This design comes from an exercise in tuning for small area, a short achievable clock period and few clock cycles per item on the open sky130 flow, not from production work.
Where RTL was checked, it was by simulation tests only, not by an equivalence proof against the original.
Power is estimated from default activity; no workload was simulated.

// ptouch_rast
module ptouch_rast (
    input  wire        clk,
    input  wire        rst,         
    input  wire [1:0]  cfg_fmt,     
    input  wire [9:0]  cfg_wd,      
    input  wire [9:0]  cfg_pd,      
    input  wire [9:0]  cfg_tp,      
    input  wire [9:0]  cfg_rm,      
    input  wire        in_valid,
    output wire        in_ready,
    input  wire [31:0] in_pix,      
    output wire        out_valid,
    input  wire        out_ready,
    output wire [7:0]  out_data,
    output wire        out_last
);
    localparam integer DEPTH = 5;           
    localparam integer CAP   = DEPTH + 1;   
    reg fgray, pd_nz;
    always @(posedge clk) begin
        fgray <= (cfg_fmt == 2'd0);
        pd_nz <= (cfg_pd != 10'd0);
    end
    reg        rst_q;
    always @(posedge clk) rst_q <= rst;
    reg        in_ready_r;
    reg  [9:0] A, B;
    reg  [8:0] C;
    reg  [2:0] iph;       
    reg        fb;        
    reg        cs;        
    wire fire = in_valid && in_ready_r;
    wire [10:0] ab   = {1'b0, A} - {1'b0, B} - 11'd2;
    wire row_pre     = !ab[10];
    wire row_band    = !row_pre && (B != 10'd0);
  ...
Size in the first run: ~210 flip-flops, about 89 I/O pins, roughly 15000 um^2 of cells after synthesis.
==> flow/config.mk <==
export PLATFORM = sky130hd
export DESIGN_NAME = ptouch_rast
export DESIGN_NICKNAME = ptouch_rast
export VERILOG_FILES = /design/flow/design.v
export SDC_FILE = /design/flow/constraint.sdc
export NUM_CORES = 4
export LEC_CHECK = 0
export CAP_MARGIN = 20
export CORE_MARGIN = 2
export CORE_UTILIZATION = 40
export SLEW_MARGIN = 60
==> flow/constraint.sdc <==
create_clock -name core_clock -period 28.0 [get_ports {clk}]
set_input_delay 5.6000 -clock core_clock [delete_from_list [all_inputs] [get_ports {clk}]]
set_output_delay 5.6000 -clock core_clock [all_outputs]
set_load 0.01 [all_outputs]
standard.sh (not shown) runs the stock make flow with config.mk's settings and CLKGATE_MAP_FILE= SYNTH_SCRIPT=/design/flow/synth_recipe.tcl, a recipe that flattens the netlist after the stock synthesis.
==> flow/flow/run.sh <==
#!/bin/bash
# The standard layout (bash standard.sh, standard synthesis unchanged) with
# two placement/CTS choices passed through ORFS's own variables:
#  - port buffers: plain buf_2 cells instead of the delay cells that
#    buffer_ports picks by default;
#  - clock tree: larger sink clusters and no dummy loads.
# make's full output goes to standard.log; ORFS's per-step logs stay under orfs/logs.
set -euo pipefail
export BUFFER_PORTS_ARGS="-buffer_cell sky130_fd_sc_hd__buf_2"
export CTS_ARGS="-sink_clustering_enable -repair_clock_nets -dont_use_dummy_load -sink_clustering_size 20 -sink_clustering_max_diameter 120"
bash standard.sh > standard.log 2>&1
Testbench counts at the start, summed over its fixed seeds: cycles 306,604, items 303,778.
Edit:
--- a/flow/design.v
+++ b/flow/design.v
@@ -47,36 +47,38 @@
     always @(posedge clk) begin
         if (rst_q) begin
             A <= cfg_wd; B <= cfg_pd; C <= 9'd0; iph <= cfg_rm[2:0]; fb <= 1'b1;
             cs <= 1'b1;
         end else if (fire) begin
             A <= A_n; B <= B_n; C <= C_n; iph <= iph_n; fb <= fb_n;
             cs <= row_last;
         end
     end
     wire       a_one = (cfg_fmt != 2'd2);
     wire       a_lo  = !in_pix[7];
     wire [6:0] a6_in = a_one ? 7'h7f : (a_lo ? 7'd0 : in_pix[6:0]);
+    wire [8:0] a3_in = {2'd0, in_pix[6:0]} + {1'd0, in_pix[6:0], 1'b0};
     reg [23:0] p0;        
     reg [6:0]  a60;       
+    reg [8:0]  t30;       
     reg        v0, lb0;
     always @(posedge clk) begin
         p0  <= in_pix[31:8];
         a60 <= a6_in;
+        t30 <= a_one ? 9'd381 : (a_lo ? 9'd0 : a3_in);
         v0  <= !rst_q && fire && row_band;
         lb0 <= row_lb;
     end
     wire [9:0] m1 = {3'b001, a60};
     wire [9:0] m2 = {2'b01, a60, 1'b0};
-    wire [8:0] t30 = {2'd0, a60} + {1'd0, a60, 1'b0};     
     wire [9:0] m3 = {1'b0, t30} + 10'd384;
     function [9:0] msel(input [1:0] d);
         msel = (d == 2'd0) ? 10'd0 : (d == 2'd1) ? m1 : (d == 2'd2) ? m2 : m3;
     endfunction
     function [15:0] mul(input [7:0] c);
         mul = {6'd0, msel(c[1:0])} + {4'd0, msel(c[3:2]), 2'd0}
             + {2'd0, msel(c[5:4]), 4'd0} + {msel(c[7:6]), 6'd0};
     endfunction
     wire [15:0] xr = mul(p0[23:16]);
     wire [15:0] xg = mul(p0[15:8]);
     wire [15:0] xb = mul(p0[7:0]);
     wire [8:0] er  = {1'b0, xr[15:8]} + {1'b0, xr[7:0]} + 9'd1;
Effect: The new run completed without violations. Cell area is higher by a few percent. Total power is lower slightly. Non-clock buffer count is lower by 10. Final cell count is higher by a few percent. First-iteration DRC count is higher by roughly a tenth. Clock skew is higher by 4.0 ps. Utilization is about the same. Wire length is lower slightly. Count of clock-buffer cells in the layout is unchanged.
No functional check of the RTL was part of the second run of this note.

========
The RTL this note starts from:
==> flow/design.v <==
module ptouch_rast (
    input  wire        clk,
    input  wire        rst,         
    input  wire [1:0]  cfg_fmt,     
    input  wire [9:0]  cfg_wd,      
    input  wire [9:0]  cfg_pd,      
    input  wire [9:0]  cfg_tp,      
    input  wire [9:0]  cfg_rm,      
    input  wire        in_valid,
    output wire        in_ready,
    input  wire [31:0] in_pix,      
    output wire        out_valid,
    input  wire        out_ready,
    output wire [7:0]  out_data,
    output wire        out_last
);
    localparam integer DEPTH = 6;           
    reg fgray, pd_nz;
    always @(posedge clk) begin
        fgray <= (cfg_fmt == 2'd0);
        pd_nz <= (cfg_pd != 10'd0);
    end
    reg        rst_q;
    always @(posedge clk) rst_q <= rst;
    reg        in_ready_r;
    reg  [9:0] A, B;
    reg  [8:0] C;
    reg  [2:0] iph;       
    reg        fb;        
    reg        cs;        
    wire fire = in_valid && in_ready_r;
    wire [10:0] ab   = {1'b0, A} - {1'b0, B} - 11'd2;
    wire row_pre     = !ab[10];
    wire row_band    = !row_pre && (B != 10'd0);
    wire row_last    = !row_pre && ((C == 9'd0 && A == 10'd1) || (C == 9'd1 && A == 10'd0));
    wire row_lb      = row_band && (B == 10'd1);
    wire row_sb      = row_band && (fb || iph == 3'd0);    
    reg  [9:0] A_n, B_n;
    reg  [8:0] C_n;
    reg  [2:0] iph_n;
    reg        fb_n;
    always @(*) begin
        A_n = A; B_n = B; C_n = C; iph_n = iph; fb_n = fb;
        if (row_last) begin
            A_n = cfg_wd; B_n = cfg_pd; C_n = 9'd0; iph_n = cfg_rm[2:0]; fb_n = 1'b1;
        end else if (row_pre) begin
            A_n = A - 10'd2; C_n = C + 9'd1;
        end else if (row_band) begin
            A_n = A - 10'd1; B_n = B - 10'd1; iph_n = iph + 3'd1; fb_n = 1'b0;
        end else if (C != 9'd0) begin
            C_n = C - 9'd1;
        end else begin
            A_n = A - 10'd1;
        end
    end
    always @(posedge clk) begin
        if (rst_q) begin
            A <= cfg_wd; B <= cfg_pd; C <= 9'd0; iph <= cfg_rm[2:0]; fb <= 1'b1;
            cs <= 1'b1;
        end else if (fire) begin
            A <= A_n; B <= B_n; C <= C_n; iph <= iph_n; fb <= fb_n;
            cs <= row_last;
        end
    end
    wire       a_one = (cfg_fmt != 2'd2);
    wire       a_lo  = !in_pix[7];
    wire [6:0] a6_in = a_one ? 7'h7f : (a_lo ? 7'd0 : in_pix[6:0]);
    reg [23:0] p0;        
    reg [6:0]  a60;       
    reg        v0, lb0;
    always @(posedge clk) begin
        p0  <= in_pix[31:8];
        a60 <= a6_in;
        v0  <= !rst_q && fire && row_band;
        lb0 <= row_lb;
    end
    wire [9:0] m1 = {3'b001, a60};
    wire [9:0] m2 = {2'b01, a60, 1'b0};
    wire [8:0] t30 = {2'd0, a60} + {1'd0, a60, 1'b0};     
    wire [9:0] m3 = {1'b0, t30} + 10'd384;
    function [9:0] msel(input [1:0] d);
        msel = (d == 2'd0) ? 10'd0 : (d == 2'd1) ? m1 : (d == 2'd2) ? m2 : m3;
    endfunction
    function [15:0] mul(input [7:0] c);
        mul = {6'd0, msel(c[1:0])} + {4'd0, msel(c[3:2]), 2'd0}
            + {2'd0, msel(c[5:4]), 4'd0} + {msel(c[7:6]), 6'd0};
    endfunction
    wire [15:0] xr = mul(p0[23:16]);
    wire [15:0] xg = mul(p0[15:8]);
    wire [15:0] xb = mul(p0[7:0]);
    wire [8:0] er  = {1'b0, xr[15:8]} + {1'b0, xr[7:0]} + 9'd1;
    wire [8:0] eg  = {1'b0, xg[15:8]} + {1'b0, xg[7:0]} + 9'd1;
    wire [8:0] eb  = {1'b0, xb[15:8]} + {1'b0, xb[7:0]} + 9'd1;
    reg  [7:0] hr1, hg1, hb1;
    reg  [2:0] e1;
    reg  [8:0] t31;
    reg        gb1, v1, lb1;
    always @(posedge clk) begin
        hr1 <= xr[15:8];
        hg1 <= xg[15:8];
        hb1 <= xb[15:8];
        e1  <= {er[8], eg[8], eb[8]};
        t31 <= t30;
        gb1 <= (p0[23:16] < 8'd127);
        v1  <= !rst_q && v0;
        lb1 <= lb0;
    end
    wire [10:0] d  = {3'd0, hr1} + {3'd0, hg1} + {3'd0, hb1}
                   + {10'd0, e1[2]} + {10'd0, e1[1]} + {10'd0, e1[0]}
                   + {2'b11, ~t31} + 11'd1;
    wire       pbit = fgray ? gb1 : d[10];
    reg  [2:0] ph;        
    reg  [7:0] sh;
    reg        pushq, pushl;
    wire [7:0] bitv = {7'd0, pbit} << (3'd7 - ph);
    always @(posedge clk) begin
        if (rst_q) begin
            ph    <= cfg_rm[2:0];
            sh    <= 8'd0;
            pushq <= 1'b0;
            pushl <= 1'b0;
        end else begin
            pushq <= 1'b0;
            if (v1) begin
                sh    <= pushq ? bitv : (sh | bitv);
                pushq <= (ph == 3'd7) || lb1;
                pushl <= lb1;
                ph    <= lb1 ? cfg_rm[2:0] : ph + 3'd1;
            end else if (pushq) begin
                sh <= 8'd0;
            end
        end
    end
    reg [8:0] fm [0:DEPTH-1];
    reg [2:0] wp, rp;
    reg [2:0] fcnt;
    wire      fne  = (fcnt != 3'd0);
    wire [8:0] head = fm[rp];
    always @(posedge clk) begin
        if (pushq) fm[wp] <= {pushl, sh};
    end
    reg       ov, ol;
    reg [7:0] ob;
    reg [6:0] L, T;       
    reg       bdone;      
    reg [1:0] pend;       
    reg [2:0] nb;         
    assign out_valid = ov;
    assign out_data  = ob;
    assign out_last  = ol;
    assign in_ready  = in_ready_r;
    wire emit_zero = (L != 7'd0) || !pd_nz || bdone;
    wire go0       = (pend != 2'd0) && (emit_zero || fne);    
    wire ld        = !ov || out_ready;                         
    wire go        = go0 && ld;
    wire pop       = go && !emit_zero;
    wire line_end  = go && (T == 7'd1);
    function irdy(input f, input l);
        reg [2:0] nbx;
        reg [1:0] pdx;
        reg       csx;
        begin
            nbx  = nb + {2'd0, f && row_sb} - {2'd0, l && go0 && !emit_zero};
            pdx  = pend + {1'b0, f && cs} - {1'b0, l && go0 && (T == 7'd1)};
            csx  = f ? row_last : cs;
            irdy = (nbx != DEPTH) && !(csx && pdx == 2'd2);
        end
    endfunction
    wire ir00 = irdy(1'b0, 1'b0);
    wire ir01 = irdy(1'b0, 1'b1);
    wire ir10 = irdy(1'b1, 1'b0);
    wire ir11 = irdy(1'b1, 1'b1);
    wire pop1  = go0 && !emit_zero;              
    wire lend1 = go0 && (T == 7'd1);             
    wire [2:0] fcnt_0 = fcnt + {2'd0, pushq};
    wire [2:0] fcnt_1 = fcnt + {2'd0, pushq} - {2'd0, pop1};
    wire [1:0] pend_00 = pend;
    wire [1:0] pend_01 = pend - {1'b0, lend1};
    wire [1:0] pend_10 = pend + {1'b0, cs};
    wire [1:0] pend_11 = pend + {1'b0, cs} - {1'b0, lend1};
    wire [2:0] nb_00 = nb;
    wire [2:0] nb_01 = nb - {2'd0, pop1};
    wire [2:0] nb_10 = nb + {2'd0, row_sb};
    wire [2:0] nb_11 = nb + {2'd0, row_sb} - {2'd0, pop1};
    wire ir_n = fire ? (ld ? ir11 : ir10) : (ld ? ir01 : ir00);
    always @(posedge clk) begin
        if (rst_q) begin
            ol    <= 1'b0;
            ob    <= 8'd0;
            L     <= cfg_rm[9:3];
            T     <= cfg_tp[9:3];
            bdone <= 1'b0;
            pend  <= 2'd0;
            nb    <= 3'd0;
            wp    <= 3'd0;
            rp    <= 3'd0;
            fcnt  <= 3'd0;
        end else begin
            if (go) begin
                ob <= emit_zero ? 8'd0 : head[7:0];
                ol <= (T == 7'd1);
                if (L != 7'd0) L <= L - 7'd1;
                if (pop && head[8]) bdone <= 1'b1;
                if (T == 7'd1) begin
                    L     <= cfg_rm[9:3];
                    T     <= cfg_tp[9:3];
                    bdone <= 1'b0;
                end else begin
                    T <= T - 7'd1;
                end
            end
            if (pushq) wp <= (wp == DEPTH - 1) ? 3'd0 : wp + 3'd1;
            if (pop)   rp <= (rp == DEPTH - 1) ? 3'd0 : rp + 3'd1;
            fcnt <= ld ? fcnt_1 : fcnt_0;
            pend <= fire ? (ld ? pend_11 : pend_10) : (ld ? pend_01 : pend_00);
            nb   <= fire ? (ld ? nb_11 : nb_10) : (ld ? nb_01 : nb_00);
        end
    end
    always @(posedge clk) begin
        if (rst || rst_q) begin
            ov         <= 1'b0;
            in_ready_r <= !rst;
        end else begin
            if (ov && out_ready) ov <= 1'b0;
            if (go) ov <= 1'b1;
            in_ready_r <= ir_n;
        end
    end
endmodule
export LEC_CHECK = 0
export CAP_MARGIN = 20
export CORE_MARGIN = 2
export CORE_UTILIZATION = 40
export SLEW_MARGIN = 20
create_clock -name core_clock -period 28.0 [get_ports {clk}]
==> flow/flow/run.sh <==
#!/bin/bash
# The standard layout, with plain buffers (buf_2) on the ports instead of
# the delay cells buffer_ports picks by default.
set -euo pipefail
export BUFFER_PORTS_ARGS="-buffer_cell sky130_fd_sc_hd__buf_2"
bash standard.sh > standard.log 2>&1
Change:
--- a/flow/design.v
+++ b/flow/design.v
@@ -14,7 +14,8 @@
     output wire [7:0]  out_data,
     output wire        out_last
 );
-    localparam integer DEPTH = 6;           
+    localparam integer DEPTH = 5;           
+    localparam integer CAP   = DEPTH + 1;   
     reg fgray, pd_nz;
     always @(posedge clk) begin
         fgray <= (cfg_fmt == 2'd0);
@@ -65,18 +66,20 @@
     wire       a_one = (cfg_fmt != 2'd2);
     wire       a_lo  = !in_pix[7];
     wire [6:0] a6_in = a_one ? 7'h7f : (a_lo ? 7'd0 : in_pix[6:0]);
+    wire [8:0] a3_in = {2'd0, in_pix[6:0]} + {1'd0, in_pix[6:0], 1'b0};
     reg [23:0] p0;        
     reg [6:0]  a60;       
+    reg [8:0]  t30;       
     reg        v0, lb0;
     always @(posedge clk) begin
         p0  <= in_pix[31:8];
         a60 <= a6_in;
+        t30 <= a_one ? 9'd381 : (a_lo ? 9'd0 : a3_in);
         v0  <= !rst_q && fire && row_band;
         lb0 <= row_lb;
     end
     wire [9:0] m1 = {3'b001, a60};
     wire [9:0] m2 = {2'b01, a60, 1'b0};
-    wire [8:0] t30 = {2'd0, a60} + {1'd0, a60, 1'b0};     
     wire [9:0] m3 = {1'b0, t30} + 10'd384;
     function [9:0] msel(input [1:0] d);
         msel = (d == 2'd0) ? 10'd0 : (d == 2'd1) ? m1 : (d == 2'd2) ? m2 : m3;
@@ -93,25 +96,26 @@
     wire [8:0] eb  = {1'b0, xb[15:8]} + {1'b0, xb[7:0]} + 9'd1;
     reg  [7:0] hr1, hg1, hb1;
     reg  [2:0] e1;
-    reg  [8:0] t31;
+    reg  [6:0] a61;
     reg        gb1, v1, lb1;
     always @(posedge clk) begin
         hr1 <= xr[15:8];
         hg1 <= xg[15:8];
         hb1 <= xb[15:8];
         e1  <= {er[8], eg[8], eb[8]};
-        t31 <= t30;
+        a61 <= a60;
         gb1 <= (p0[23:16] < 8'd127);
         v1  <= !rst_q && v0;
         lb1 <= lb0;
     end
     wire [10:0] d  = {3'd0, hr1} + {3'd0, hg1} + {3'd0, hb1}
                    + {10'd0, e1[2]} + {10'd0, e1[1]} + {10'd0, e1[0]}
-                   + {2'b11, ~t31} + 11'd1;
+                   - {4'd0, a61} - {3'd0, a61, 1'b0};
     wire       pbit = fgray ? gb1 : d[10];
     reg  [2:0] ph;        
     reg  [7:0] sh;
-    reg        pushq, pushl;
+    reg        pushq, pushl;    
+    wire       push;
     wire [7:0] bitv = {7'd0, pbit} << (3'd7 - ph);
     always @(posedge clk) begin
         if (rst_q) begin
@@ -120,13 +124,13 @@
             pushq <= 1'b0;
             pushl <= 1'b0;
         end else begin
-            pushq <= 1'b0;
+            if (push) pushq <= 1'b0;
             if (v1) begin
                 sh    <= pushq ? bitv : (sh | bitv);
                 pushq <= (ph == 3'd7) || lb1;
                 pushl <= lb1;
                 ph    <= lb1 ? cfg_rm[2:0] : ph + 3'd1;
-            end else if (pushq) begin
+            end else if (push) begin
                 sh <= 8'd0;
             end
         end
@@ -135,9 +139,10 @@
     reg [2:0] wp, rp;
     reg [2:0] fcnt;
     wire      fne  = (fcnt != 3'd0);
+    assign    push = pushq && (fcnt != DEPTH);
     wire [8:0] head = fm[rp];
     always @(posedge clk) begin
-        if (pushq) fm[wp] <= {pushl, sh};
+        if (push) fm[wp] <= {pushl, sh};
     end
     reg       ov, ol;
     reg [7:0] ob;
@@ -163,7 +168,7 @@
             nbx  = nb + {2'd0, f && row_sb} - {2'd0, l && go0 && !emit_zero};
             pdx  = pend + {1'b0, f && cs} - {1'b0, l && go0 && (T == 7'd1)};
             csx  = f ? row_last : cs;
-            irdy = (nbx != DEPTH) && !(csx && pdx == 2'd2);
+            irdy = (nbx != CAP) && !(csx && pdx == 2'd2);
         end
     endfunction
     wire ir00 = irdy(1'b0, 1'b0);
@@ -172,8 +177,8 @@
     wire ir11 = irdy(1'b1, 1'b1);
     wire pop1  = go0 && !emit_zero;              
     wire lend1 = go0 && (T == 7'd1);             
-    wire [2:0] fcnt_0 = fcnt + {2'd0, pushq};
-    wire [2:0] fcnt_1 = fcnt + {2'd0, pushq} - {2'd0, pop1};
+    wire [2:0] fcnt_0 = fcnt + {2'd0, push};
+    wire [2:0] fcnt_1 = fcnt + {2'd0, push} - {2'd0, pop1};
     wire [1:0] pend_00 = pend;
     wire [1:0] pend_01 = pend - {1'b0, lend1};
     wire [1:0] pend_10 = pend + {1'b0, cs};
@@ -209,7 +214,7 @@
                     T <= T - 7'd1;
                 end
             end
-            if (pushq) wp <= (wp == DEPTH - 1) ? 3'd0 : wp + 3'd1;
+            if (push) wp <= (wp == DEPTH - 1) ? 3'd0 : wp + 3'd1;
             if (pop)   rp <= (rp == DEPTH - 1) ? 3'd0 : rp + 3'd1;
             fcnt <= ld ? fcnt_1 : fcnt_0;
             pend <= fire ? (ld ? pend_11 : pend_10) : (ld ? pend_01 : pend_00);
Effect: The new run ran to the end with no violations. Worst setup slack gains 0.046 ns. Power decreases by 1.3%. Hold slack is better by 0.036 ns. Register-to-register slack improves by 2.2 ns. Cell area increases by 1.5%. First-iteration DRC count drops by 15%. Count of clock-buffer cells in the layout goes up by 1. Cell count decreases by 1.3%. Clock power went up by 17%. Critical path depth shrinks by 21. Non-clock buffer count drops by 9. Die area goes up by 1.0%. Global-route usage fell by 0.24 points. Via count fell by 0.50%.
No run of this note included a check of the RTL's function; only the layout flow was run.

## static timing again, ports no longer ideal
Ports are ideal in the flow. The routed layouts listed here were re-timed in OpenROAD.
Step 1: set_driving_cell puts a clkbuf_16 on clk and a buf_2 on each other input, an assumption about the parent block.
Step 2, shift: input delay + t, output delay - t, t = (earliest + latest rising clock arrival at the registers) / 2. This alone moves slack from input paths to output paths.
Slacks: no drivers / after step 1 / after step 2; pairs: no drivers / after step 1.
| run | shift t [ns] | setup slack, ns | worst hold slack (ns) | latest minus earliest clock arrival (ns) |
|---|---|---|---|---|
| the first run of note 1 | 0.529 | 21.063 / 21.094 / 20.565 | 0.333 / 0.333 / 0.333 | 0.054 / 0.054 |
| the second run of note 1 | 0.520 | 21.084 / 21.120 / 20.600 | 0.346 / 0.346 / 0.346 | 0.050 / 0.050 |
| the first run of note 2 | 0.601 | 20.640 / 20.640 / 20.640 | 0.327 / 0.327 / 0.327 | 0.013 / 0.014 |
| the second run of note 2 | 0.609 | 20.686 / 20.714 / 20.105 | 0.363 / 0.363 / 0.363 | 0.056 / 0.057 |
After both steps every run listed still meets setup and hold. For the second run of note 2, which loses most, drivers alone change the setup slack by +0.028 ns; drivers and shift together by -0.581 ns.
